Context: an optimization exercise on an open-source flow, tuned for small area, a short achievable clock period and few clock cycles per item. The choices shown serve that exercise and are no tape-out recipe. RTL that was checked went through simulation tests only; none was proved equivalent to the original. Power is estimated from default activity; no workload was simulated.

==> run R <==
Design pkt_validator, start of the top module:
module pkt_validator (
    input  wire        clk,
    input  wire        rst,
    input  wire        in_valid,
    output wire        in_ready,
    input  wire [31:0] in_data,
    input  wire        in_last,
    input  wire [1:0]  in_count,
    output reg         res_valid,
    output wire [2:0]  res_err,
    output wire [5:0]  res_vmask,
    output reg  [2:0]  res_cause,
    output wire [15:0] res_crc_calc,
    output wire [15:0] res_crc_read,
    output wire [10:0] res_apid,
    output wire [13:0] res_seq,
    output wire [16:0] res_plen,
    output wire [7:0]  res_stype,
    output wire [7:0]  res_ssub,
    output wire [7:0]  res_dest,
    output wire [47:0] res_time
);
    function [15:0] t2;
        input [15:0] x;
        begin
            t2[0] = x[0] ^ x[4] ^ x[8] ^ x[11] ^ x[12];
            t2[1] = x[1] ^ x[5] ^ x[9] ^ x[12] ^ x[13];
            t2[2] = x[2] ^ x[6] ^ x[10] ^ x[13] ^ x[14];
            t2[3] = x[3] ^ x[7] ^ x[11] ^ x[14] ^ x[15];
            t2[4] = x[4] ^ x[8] ^ x[12] ^ x[15];
            t2[5] = x[0] ^ x[4] ^ x[5] ^ x[8] ^ x[9] ^ x[11] ^ x[12] ^ x[13];
            t2[6] = x[1] ^ x[5] ^ x[6] ^ x[9] ^ x[10] ^ x[12] ^ x[13] ^ x[14];
            t2[7] = x[2] ^ x[6] ^ x[7] ^ x[10] ^ x[11] ^ x[13] ^ x[14] ^ x[15];
            t2[8] = x[3] ^ x[7] ^ x[8] ^ x[11] ^ x[12] ^ x[14] ^ x[15];
            t2[9] = x[4] ^ x[8] ^ x[9] ^ x[12] ^ x[13] ^ x[15];
            t2[10] = x[5] ^ x[9] ^ x[10] ^ x[13] ^ x[14];
            t2[11] = x[6] ^ x[10] ^ x[11] ^ x[14] ^ x[15];
            t2[12] = x[0] ^ x[4] ^ x[7] ^ x[8] ^ x[15];
            t2[13] = x[1] ^ x[5] ^ x[8] ^ x[9];
  ...
Settings: LEC_CHECK=0, CAP_MARGIN=20, CORE_MARGIN=2, CORE_UTILIZATION=40, CTS_CLUSTER_DIAMETER=80, CTS_CLUSTER_SIZE=30, PLACE_DENSITY=0.6, SETUP_SLACK_MARGIN=2.7, SLEW_MARGIN=20; clock period 5.0 ns.
standard.sh (not shown) runs the stock make flow with config.mk's settings and CLKGATE_MAP_FILE= SYNTH_SCRIPT=/design/flow/synth_recipe.tcl, a recipe that flattens the netlist after the stock synthesis.
==> flow/flow/run.sh <==
#!/bin/bash
# The standard layout, with small buffers on the ports.
set -euo pipefail
bash standard.sh finish "BUFFER_PORTS_ARGS=-buffer_cell sky130_fd_sc_hd__buf_1" > standard.log 2>&1
==> run A (differences from run R) <==
--- a/flow/design.v
+++ b/flow/design.v
@@ -86,19 +86,16 @@
     reg         stall;        
     assign in_ready = !stall;
     wire acc = in_valid && !stall;
     reg  [31:0] d_r;
     reg         l_r;
     reg  [1:0]  c_r;
     reg         v_r;
-    reg         lz_r;         
-    wire        in_lz;
     always @(posedge clk) begin
         d_r <= stall ? 32'd0 : in_data;    
-        lz_r <= stall || in_lz;
         l_r <= in_last;
         c_r <= in_count;
         if (rst)
             v_r <= 1'b0;
         else
             v_r <= acc;
     end
@@ -137,26 +134,25 @@
     reg         err_inv, err_mal;
     reg         pend1;
     wire ge2 = !first && !b1;                 
     wire ge3 = ge2 && !b2;
     wire ge4 = ge3 && !b3;
     wire [15:0] lfield = d_r[31:16];
     wire        lf_hi3 = (lfield[15:3] == 13'd0);
-    wire        lf_hi0 = lz_r;
     wire h0 = ge2 && c_zero && (rl == 2'd0);
     wire        first_n  = v_r ? l_r : first;
     wire        b1_n     = v_r ? (first && !l_r) : b1;
     wire        ge2_n    = !first_n && !b1_n;
     wire        c_zero_n = !v_r ? c_zero :
                            b1   ? (lf_hi3 && (lfield[2:0] >= 3'd3) && (lfield[2:0] != 3'd7)) :
                            c_pos ? remb_one :
                            1'b0;
     wire [1:0]  rl_n     = (v_r && b1) ? lfield[1:0] + 2'd1 : rl;
     wire        zk_n     = ge2_n && c_zero_n;
-    assign      in_lz    = (in_data[31:18] == 14'd0);
+    wire        in_lz    = (in_data[31:18] == 14'd0);
     reg         kill1, kill2, kill3;
     always @(posedge clk) begin
         kill1 <= (b1_n && in_lz && in_data[17:16] == 2'd0) || (zk_n && rl_n == 2'd1);
         kill2 <= (b1_n && in_lz && !in_data[17]) || (zk_n && (rl_n == 2'd1 || rl_n == 2'd2));
         kill3 <= (b1_n && in_lz && !(in_data[17] && in_data[16])) || (zk_n && rl_n != 2'd0);
     end
     wire [31:0] dm = {byte0,
- SETUP_SLACK_MARGIN: 2.7 -> 2.9
==> qor summary <==
quantity                                                                  run R                    run A
Number of placement rows                                                     62                       61
Post-synthesis to final-layout area growth                                14.9%                    22.5%
DR vias/cell                                                               5.09                     5.21
Number of global-route vias before repair                                  7588                     7751
Fraction of met2 tracks used by global routing                            35.5%                    38.2%
Post-Synth Simple-Gate Area                                               11.9%                    12.4%
Origin of the critical flop-to-flop path                                  kill1                  d_r[20]
Instance count after placement with tap cells included                     1492                     1481
Clock-net power                                                       0.00134 W                0.00139 W
Synthesized netlist cell count                                              959                      955
Reg2reg end                                                              crc[8]                   crc[0]
Top cell type's share of synthesized area                                 41.6%                    42.4%
Status                                                  complete, no violations  complete, no violations
RD Place Congestion                                                       0.836                    0.916
Die Span Y                                                               174 um                   172 um
Sequential cell fraction of total power                                   36.9%                    34.1%
Part of the power in combinational logic                                  45.0%                    47.9%
Met3 Usage GRT                                                            3.22%                    3.94%
Worst slack after detailed placement                                    2.25 ns                  2.34 ns
Post-cts sizing count                                                        31                       95
Post-route cell area                                                  13300 um2                13900 um2
Testbench counts of run A, summed over its fixed seeds: cycles 114,500, packets 1,280.
For run R, only the layout was checked, not whether the RTL still works.

========
==> maple: inputs <==
Another version of the RTL of pkt_validator (not shown whole).
Settings: LEC_CHECK=0, CAP_MARGIN=20, CORE_MARGIN=2, CORE_UTILIZATION=40, PLACE_DENSITY=0.6, SETUP_SLACK_MARGIN=2.7, SLEW_MARGIN=20; clock period 5.0 ns.
Scripts as last shown in full above: flow/flow/run.sh
==> inputs of zinc, as changes to maple <==
--- a/flow/design.v
+++ b/flow/design.v
@@ -113,12 +113,14 @@
     reg         b1, b2, b3;   
     reg  [14:0] bc;           
     reg         c_pos;        
     reg         c_zero;       
     reg         c_m1;         
     reg  [13:0] remb;
+    reg         re;
+    wire        remb_one = re ? (remb == 14'd2) : (remb == 14'd1);
     reg  [1:0]  rl;
     reg  [15:0] crc;          
     reg  [1:0]  kc;           
     reg  [15:0] crc_rd;       
     reg         got_lo;       
     reg         f_ver, f_type, f_dfh, f_seg;
@@ -128,33 +130,28 @@
     reg  [7:0]  seq_lo;
     reg  [16:0] plen_r;
     reg  [7:0]  stype_r, ssub_r, dest_r;
     reg  [47:0] time_r;
     reg         r_ok, r_g8, r_g9, r_g10, r_g16;
     reg         fin;          
-    reg         r_vm5;
+    reg         r_vm5, r_short;
     reg         err_inv, err_mal;
     reg         pend1;
     wire ge2 = !first && !b1;                 
     wire ge3 = ge2 && !b2;
     wire ge4 = ge3 && !b3;
     wire [15:0] lfield = d_r[31:16];
     wire        lf_hi3 = (lfield[15:3] == 13'd0);
     wire        lf_hi0 = lz_r;
-    wire        lf_big = !lf_hi0 || (lfield[1:0] == 2'd3);     
-    wire u4 = first || (b1 && lf_big) || (ge2 && c_pos);
-    wire u1 = (b1 && lf_hi0 && lfield[1:0] == 2'd0) || (ge2 && c_zero && rl == 2'd1);
-    wire u2 = (b1 && lf_hi0 && lfield[1:0] == 2'd1) || (ge2 && c_zero && rl == 2'd2);
-    wire u3 = (b1 && lf_hi0 && lfield[1:0] == 2'd2) || (ge2 && c_zero && rl == 2'd3);
     wire h0 = ge2 && c_zero && (rl == 2'd0);
     wire        first_n  = v_r ? l_r : first;
     wire        b1_n     = v_r ? (first && !l_r) : b1;
     wire        ge2_n    = !first_n && !b1_n;
     wire        c_zero_n = !v_r ? c_zero :
                            b1   ? (lf_hi3 && (lfield[2:0] >= 3'd3) && (lfield[2:0] != 3'd7)) :
-                           c_pos ? (remb == 14'd1) :
+                           c_pos ? remb_one :
                            1'b0;
     wire [1:0]  rl_n     = (v_r && b1) ? lfield[1:0] + 2'd1 : rl;
     wire        zk_n     = ge2_n && c_zero_n;
     assign      in_lz    = (in_data[31:18] == 14'd0);
     reg         kill1, kill2, kill3;
     always @(posedge clk) begin
@@ -168,15 +165,15 @@
                       byte3 & {8{!kill3}}};
     wire [15:0] crc_in = crc | {16{first}};
     wire [15:0] s4 = t22(crc_in ^ dm[31:16]) ^ t2(dm[15:0]);
     wire step4 = v_r && (first || b1 || (ge2 && (c_pos || (c_zero && rl != 2'd0))));
     wire undo  = !step4 && (kc != 2'd0);
     wire [15:0] crc_nx = step4 ? s4 : undo ? tinv(crc) : 16'd0;
-    wire h1  = u1;
-    wire h2  = u2;
-    wire h3  = u3;
+    wire h1  = kill1;
+    wire h2  = kill2 && !kill1;
+    wire h3  = kill3 && !kill2;
     wire lo0 = ge2 && c_m1 && (rl == 2'd3) && !got_lo;
     wire [7:0] hi_b = ({8{h0}} & byte0) | ({8{h1}} & byte1) |
                       ({8{h2}} & byte2) | ({8{h3}} & byte3);
     wire [7:0] lo_b = ({8{lo0}} & byte0) | ({8{h0}} & byte1) |
                       ({8{h1}} & byte2) | ({8{h2}} & byte3);
     wire hi_here = b1 || (ge2 && c_zero);
@@ -229,19 +226,23 @@
             crc <= crc_nx;
         if ((v_r && hi_here) || clr_crc)
             crc_rd[15:8] <= hi_b;
         if ((v_r && lo_here) || clr_crc)
             crc_rd[7:0] <= lo_b;
         if ((v_r && first) || clr_ok) begin
+            f_ver   <= (byte0[7:5] != 3'd0);
+            f_type  <= byte0[4];
+            f_dfh   <= !byte0[3] && v_r;
+            f_seg   <= (byte2[7:6] != 2'b11) && v_r;
             apid_hi <= byte0[2:0];
             apid_lo <= byte1;
             seq_hi  <= byte2[5:0];
             seq_lo  <= byte3;
         end
         if ((v_r && b1) || clr_ok)
-            plen_r  <= {1'b0, lfield} + 17'd7;
+            plen_r  <= ({1'b0, lfield} + 17'd7) & {14'h3FFF, {3{v_r}}};
         if ((v_r && b1) || (pend1 && !r_g8))
             stype_r <= byte3;
         if ((v_r && b2) || (pend1 && !r_g9))
             ssub_r  <= byte0;
         if ((v_r && b2) || (pend1 && !r_g10))
             dest_r  <= byte1;
@@ -252,45 +253,41 @@
         if (v_r) begin
             if (first)
                 got_lo <= 1'b0;
             else if (lo_seen)
                 got_lo <= 1'b1;
             if (b1) begin
-                remb   <= lfield[15:2] - {13'd0, !(lfield[1] && lfield[0])};
+                remb   <= lfield[15:2];
+                re     <= !(lfield[1] && lfield[0]);
                 rl     <= lfield[1:0] + 2'd1;
                 c_pos  <= !lf_hi3 || (lfield[2:0] == 3'd7);
                 c_zero <= lf_hi3 && (lfield[2:0] >= 3'd3) && (lfield[2:0] != 3'd7);
                 c_m1   <= lf_hi3 && (lfield[2:0] <= 3'd2);
             end else if (c_pos) begin
                 remb   <= remb - 14'd1;
-                c_pos  <= (remb != 14'd1);
-                c_zero <= (remb == 14'd1);
+                c_pos  <= !remb_one;
+                c_zero <= remb_one;
             end else if (c_zero) begin
                 c_zero <= 1'b0;
                 c_m1   <= 1'b1;
             end
-            if (first) begin
-                f_ver   <= (byte0[7:5] != 3'd0);
-                f_type  <= byte0[4];
-                f_dfh   <= !byte0[3];
-                f_seg   <= (byte2[7:6] != 2'b11);
-            end
             if (l_r) begin
                 r_ok  <= l_ok;
                 r_g8  <= l_ok && l_ge8;
                 r_g9  <= l_ok && ge2;
                 r_g10 <= l_ok && l_ge10;
                 r_g16 <= l_ok && l_ge16;
             end
         end
     end
     wire [4:0] vm_lo   = {f_seg, f_dfh, f_type, f_ver, !got_lo};
     wire       crc_bad = got_lo && (crc != crc_rd);
     always @(posedge clk) begin
-        if (pend1) begin
+        begin
             r_vm5   <= r_ok && crc_bad;
+            r_short <= r_ok && !got_lo;
             err_inv <= !r_ok;
             err_mal <= r_ok && (vm_lo != 5'd0 || crc_bad);
             if (!r_ok)         res_cause <= 3'd0;
             else if (vm_lo[0]) res_cause <= 3'd0;
             else if (vm_lo[1]) res_cause <= 3'd1;
             else if (vm_lo[2]) res_cause <= 3'd2;
@@ -298,17 +295,17 @@
             else if (vm_lo[4]) res_cause <= 3'd4;
             else if (crc_bad)  res_cause <= 3'd5;
             else               res_cause <= 3'd0;
         end
     end
     assign res_err      = {err_mal, 1'b0, err_inv};
-    assign res_vmask    = {r_vm5, r_ok ? vm_lo : 5'd0};
+    assign res_vmask    = {r_vm5, f_seg, f_dfh, f_type, f_ver, r_short};
     assign res_crc_calc = crc;
     assign res_crc_read = crc_rd;
     assign res_apid     = {apid_hi, apid_lo};
     assign res_seq      = {seq_hi, seq_lo};
-    assign res_plen     = {plen_r[16:3], r_ok ? plen_r[2:0] : 3'd0};
+    assign res_plen     = plen_r;
     assign res_stype    = stype_r;
     assign res_ssub     = ssub_r;
     assign res_dest     = dest_r;
     assign res_time     = time_r;
 endmodule
Settings changed: CORE_UTILIZATION 40 to 55, CTS_CLUSTER_DIAMETER set to 80, CTS_CLUSTER_SIZE set to 30, PLACE_DENSITY 0.6 to 0.75.
==> inputs of cedar, as changes to maple <==
--- a/flow/design.v
+++ b/flow/design.v
@@ -113,12 +113,14 @@
     reg         b1, b2, b3;   
     reg  [14:0] bc;           
     reg         c_pos;        
     reg         c_zero;       
     reg         c_m1;         
     reg  [13:0] remb;
+    reg         re;
+    wire        remb_one = re ? (remb == 14'd2) : (remb == 14'd1);
     reg  [1:0]  rl;
     reg  [15:0] crc;          
     reg  [1:0]  kc;           
     reg  [15:0] crc_rd;       
     reg         got_lo;       
     reg         f_ver, f_type, f_dfh, f_seg;
@@ -128,33 +130,28 @@
     reg  [7:0]  seq_lo;
     reg  [16:0] plen_r;
     reg  [7:0]  stype_r, ssub_r, dest_r;
     reg  [47:0] time_r;
     reg         r_ok, r_g8, r_g9, r_g10, r_g16;
     reg         fin;          
-    reg         r_vm5;
+    reg         r_vm5, r_short;
     reg         err_inv, err_mal;
     reg         pend1;
     wire ge2 = !first && !b1;                 
     wire ge3 = ge2 && !b2;
     wire ge4 = ge3 && !b3;
     wire [15:0] lfield = d_r[31:16];
     wire        lf_hi3 = (lfield[15:3] == 13'd0);
     wire        lf_hi0 = lz_r;
-    wire        lf_big = !lf_hi0 || (lfield[1:0] == 2'd3);     
-    wire u4 = first || (b1 && lf_big) || (ge2 && c_pos);
-    wire u1 = (b1 && lf_hi0 && lfield[1:0] == 2'd0) || (ge2 && c_zero && rl == 2'd1);
-    wire u2 = (b1 && lf_hi0 && lfield[1:0] == 2'd1) || (ge2 && c_zero && rl == 2'd2);
-    wire u3 = (b1 && lf_hi0 && lfield[1:0] == 2'd2) || (ge2 && c_zero && rl == 2'd3);
     wire h0 = ge2 && c_zero && (rl == 2'd0);
     wire        first_n  = v_r ? l_r : first;
     wire        b1_n     = v_r ? (first && !l_r) : b1;
     wire        ge2_n    = !first_n && !b1_n;
     wire        c_zero_n = !v_r ? c_zero :
                            b1   ? (lf_hi3 && (lfield[2:0] >= 3'd3) && (lfield[2:0] != 3'd7)) :
-                           c_pos ? (remb == 14'd1) :
+                           c_pos ? remb_one :
                            1'b0;
     wire [1:0]  rl_n     = (v_r && b1) ? lfield[1:0] + 2'd1 : rl;
     wire        zk_n     = ge2_n && c_zero_n;
     assign      in_lz    = (in_data[31:18] == 14'd0);
     reg         kill1, kill2, kill3;
     always @(posedge clk) begin
@@ -168,15 +165,15 @@
                       byte3 & {8{!kill3}}};
     wire [15:0] crc_in = crc | {16{first}};
     wire [15:0] s4 = t22(crc_in ^ dm[31:16]) ^ t2(dm[15:0]);
     wire step4 = v_r && (first || b1 || (ge2 && (c_pos || (c_zero && rl != 2'd0))));
     wire undo  = !step4 && (kc != 2'd0);
     wire [15:0] crc_nx = step4 ? s4 : undo ? tinv(crc) : 16'd0;
-    wire h1  = u1;
-    wire h2  = u2;
-    wire h3  = u3;
+    wire h1  = kill1;
+    wire h2  = kill2 && !kill1;
+    wire h3  = kill3 && !kill2;
     wire lo0 = ge2 && c_m1 && (rl == 2'd3) && !got_lo;
     wire [7:0] hi_b = ({8{h0}} & byte0) | ({8{h1}} & byte1) |
                       ({8{h2}} & byte2) | ({8{h3}} & byte3);
     wire [7:0] lo_b = ({8{lo0}} & byte0) | ({8{h0}} & byte1) |
                       ({8{h1}} & byte2) | ({8{h2}} & byte3);
     wire hi_here = b1 || (ge2 && c_zero);
@@ -229,19 +226,23 @@
             crc <= crc_nx;
         if ((v_r && hi_here) || clr_crc)
             crc_rd[15:8] <= hi_b;
         if ((v_r && lo_here) || clr_crc)
             crc_rd[7:0] <= lo_b;
         if ((v_r && first) || clr_ok) begin
+            f_ver   <= (byte0[7:5] != 3'd0);
+            f_type  <= byte0[4];
+            f_dfh   <= !byte0[3] && v_r;
+            f_seg   <= (byte2[7:6] != 2'b11) && v_r;
             apid_hi <= byte0[2:0];
             apid_lo <= byte1;
             seq_hi  <= byte2[5:0];
             seq_lo  <= byte3;
         end
         if ((v_r && b1) || clr_ok)
-            plen_r  <= {1'b0, lfield} + 17'd7;
+            plen_r  <= ({1'b0, lfield} + 17'd7) & {14'h3FFF, {3{v_r}}};
         if ((v_r && b1) || (pend1 && !r_g8))
             stype_r <= byte3;
         if ((v_r && b2) || (pend1 && !r_g9))
             ssub_r  <= byte0;
         if ((v_r && b2) || (pend1 && !r_g10))
             dest_r  <= byte1;
@@ -252,45 +253,41 @@
         if (v_r) begin
             if (first)
                 got_lo <= 1'b0;
             else if (lo_seen)
                 got_lo <= 1'b1;
             if (b1) begin
-                remb   <= lfield[15:2] - {13'd0, !(lfield[1] && lfield[0])};
+                remb   <= lfield[15:2];
+                re     <= !(lfield[1] && lfield[0]);
                 rl     <= lfield[1:0] + 2'd1;
                 c_pos  <= !lf_hi3 || (lfield[2:0] == 3'd7);
                 c_zero <= lf_hi3 && (lfield[2:0] >= 3'd3) && (lfield[2:0] != 3'd7);
                 c_m1   <= lf_hi3 && (lfield[2:0] <= 3'd2);
             end else if (c_pos) begin
                 remb   <= remb - 14'd1;
-                c_pos  <= (remb != 14'd1);
-                c_zero <= (remb == 14'd1);
+                c_pos  <= !remb_one;
+                c_zero <= remb_one;
             end else if (c_zero) begin
                 c_zero <= 1'b0;
                 c_m1   <= 1'b1;
             end
-            if (first) begin
-                f_ver   <= (byte0[7:5] != 3'd0);
-                f_type  <= byte0[4];
-                f_dfh   <= !byte0[3];
-                f_seg   <= (byte2[7:6] != 2'b11);
-            end
             if (l_r) begin
                 r_ok  <= l_ok;
                 r_g8  <= l_ok && l_ge8;
                 r_g9  <= l_ok && ge2;
                 r_g10 <= l_ok && l_ge10;
                 r_g16 <= l_ok && l_ge16;
             end
         end
     end
     wire [4:0] vm_lo   = {f_seg, f_dfh, f_type, f_ver, !got_lo};
     wire       crc_bad = got_lo && (crc != crc_rd);
     always @(posedge clk) begin
-        if (pend1) begin
+        begin
             r_vm5   <= r_ok && crc_bad;
+            r_short <= r_ok && !got_lo;
             err_inv <= !r_ok;
             err_mal <= r_ok && (vm_lo != 5'd0 || crc_bad);
             if (!r_ok)         res_cause <= 3'd0;
             else if (vm_lo[0]) res_cause <= 3'd0;
             else if (vm_lo[1]) res_cause <= 3'd1;
             else if (vm_lo[2]) res_cause <= 3'd2;
@@ -298,17 +295,17 @@
             else if (vm_lo[4]) res_cause <= 3'd4;
             else if (crc_bad)  res_cause <= 3'd5;
             else               res_cause <= 3'd0;
         end
     end
     assign res_err      = {err_mal, 1'b0, err_inv};
-    assign res_vmask    = {r_vm5, r_ok ? vm_lo : 5'd0};
+    assign res_vmask    = {r_vm5, f_seg, f_dfh, f_type, f_ver, r_short};
     assign res_crc_calc = crc;
     assign res_crc_read = crc_rd;
     assign res_apid     = {apid_hi, apid_lo};
     assign res_seq      = {seq_hi, seq_lo};
-    assign res_plen     = {plen_r[16:3], r_ok ? plen_r[2:0] : 3'd0};
+    assign res_plen     = plen_r;
     assign res_stype    = stype_r;
     assign res_ssub     = ssub_r;
     assign res_dest     = dest_r;
     assign res_time     = time_r;
 endmodule
Settings changed: CTS_CLUSTER_DIAMETER set to 80, CTS_CLUSTER_SIZE set to 30.
==> summary.txt <==
mux cell area share after synthesis=0.003429; status=finished clean; fraction of layout cells with a size suffix above 1=0.1413; Vias/cell=5.740; clock sinks=247; wire length on met2=15470 um; Final Non-Filler Cells=1464; slowest cell on the critical path=xnor3_2; first-pass GRT wire length=46880 um; FFs & Latches=247; met2 Usage GRT=0.4711; Net count, final=1229
[end of results for zinc]
==> summary.txt <==
status=finished clean; FFs & Latches=247; max-cap violations=0; first-pass GRT wire length=48680 um; Synth area leaders=edfxtp_1, dfxtp_1, xnor2_1; mux cell area share after synthesis=0.003429; slowest cell on the critical path=edfxtp_1; wire length on met2=15590 um; met2 Usage GRT=0.3371; Net count, final=1239; number of synthesized flops with an enable pin=175; Final Non-Filler Cells=1584; clock sinks=247
[end of results for cedar]
==> summary.txt <==
clock sinks=246; Net count, final=1288; wire length on met2=16050 um; Final Non-Filler Cells=1646; mux cell area share after synthesis=0.003319; first-pass GRT wire length=49220 um; FFs & Latches=246; status=finished clean; Vias/cell=5.173; met2 Usage GRT=0.3490
[end of results for maple]
No run of this note included a check of the RTL's function; only the layout flow was run.

[what the ideal ports hide]
How much do the figures lean on ideal ports? The routed layouts below were timed once more, with nothing changed but the port constraints. Step 1 assumes that a clkbuf_16 drives the clock port and a buf_2 every other input. Step 2 times the ports against the registers' clock, not the clock port: input delays grow and output delays shrink by t, the midpoint of the rising clock arrivals with the driver on. Three values: no drivers, after step 1, after step 2; two values: the first two.
run	t (ns)	setup slack, ns	slew at the worst register clock pin (ns)	worst slew at a driven data input, ns
run R	0.549	2.759 / 2.710 / 2.417	0.11 / 0.11	0.06
run A	0.542	2.818 / 2.770 / 2.623	0.11 / 0.11	0.05
maple	0.576	2.571 / 2.522 / 2.421	0.07 / 0.07	0.06
zinc	0.547	2.620 / 2.620 / 2.620	0.11 / 0.11	0.06
cedar	0.548	2.585 / 2.585 / 2.585	0.11 / 0.11	0.08
After both steps every run listed still meets setup and hold. For run R, which loses most, drivers alone change the setup slack by -0.049 ns; drivers and shift together by -0.342 ns.
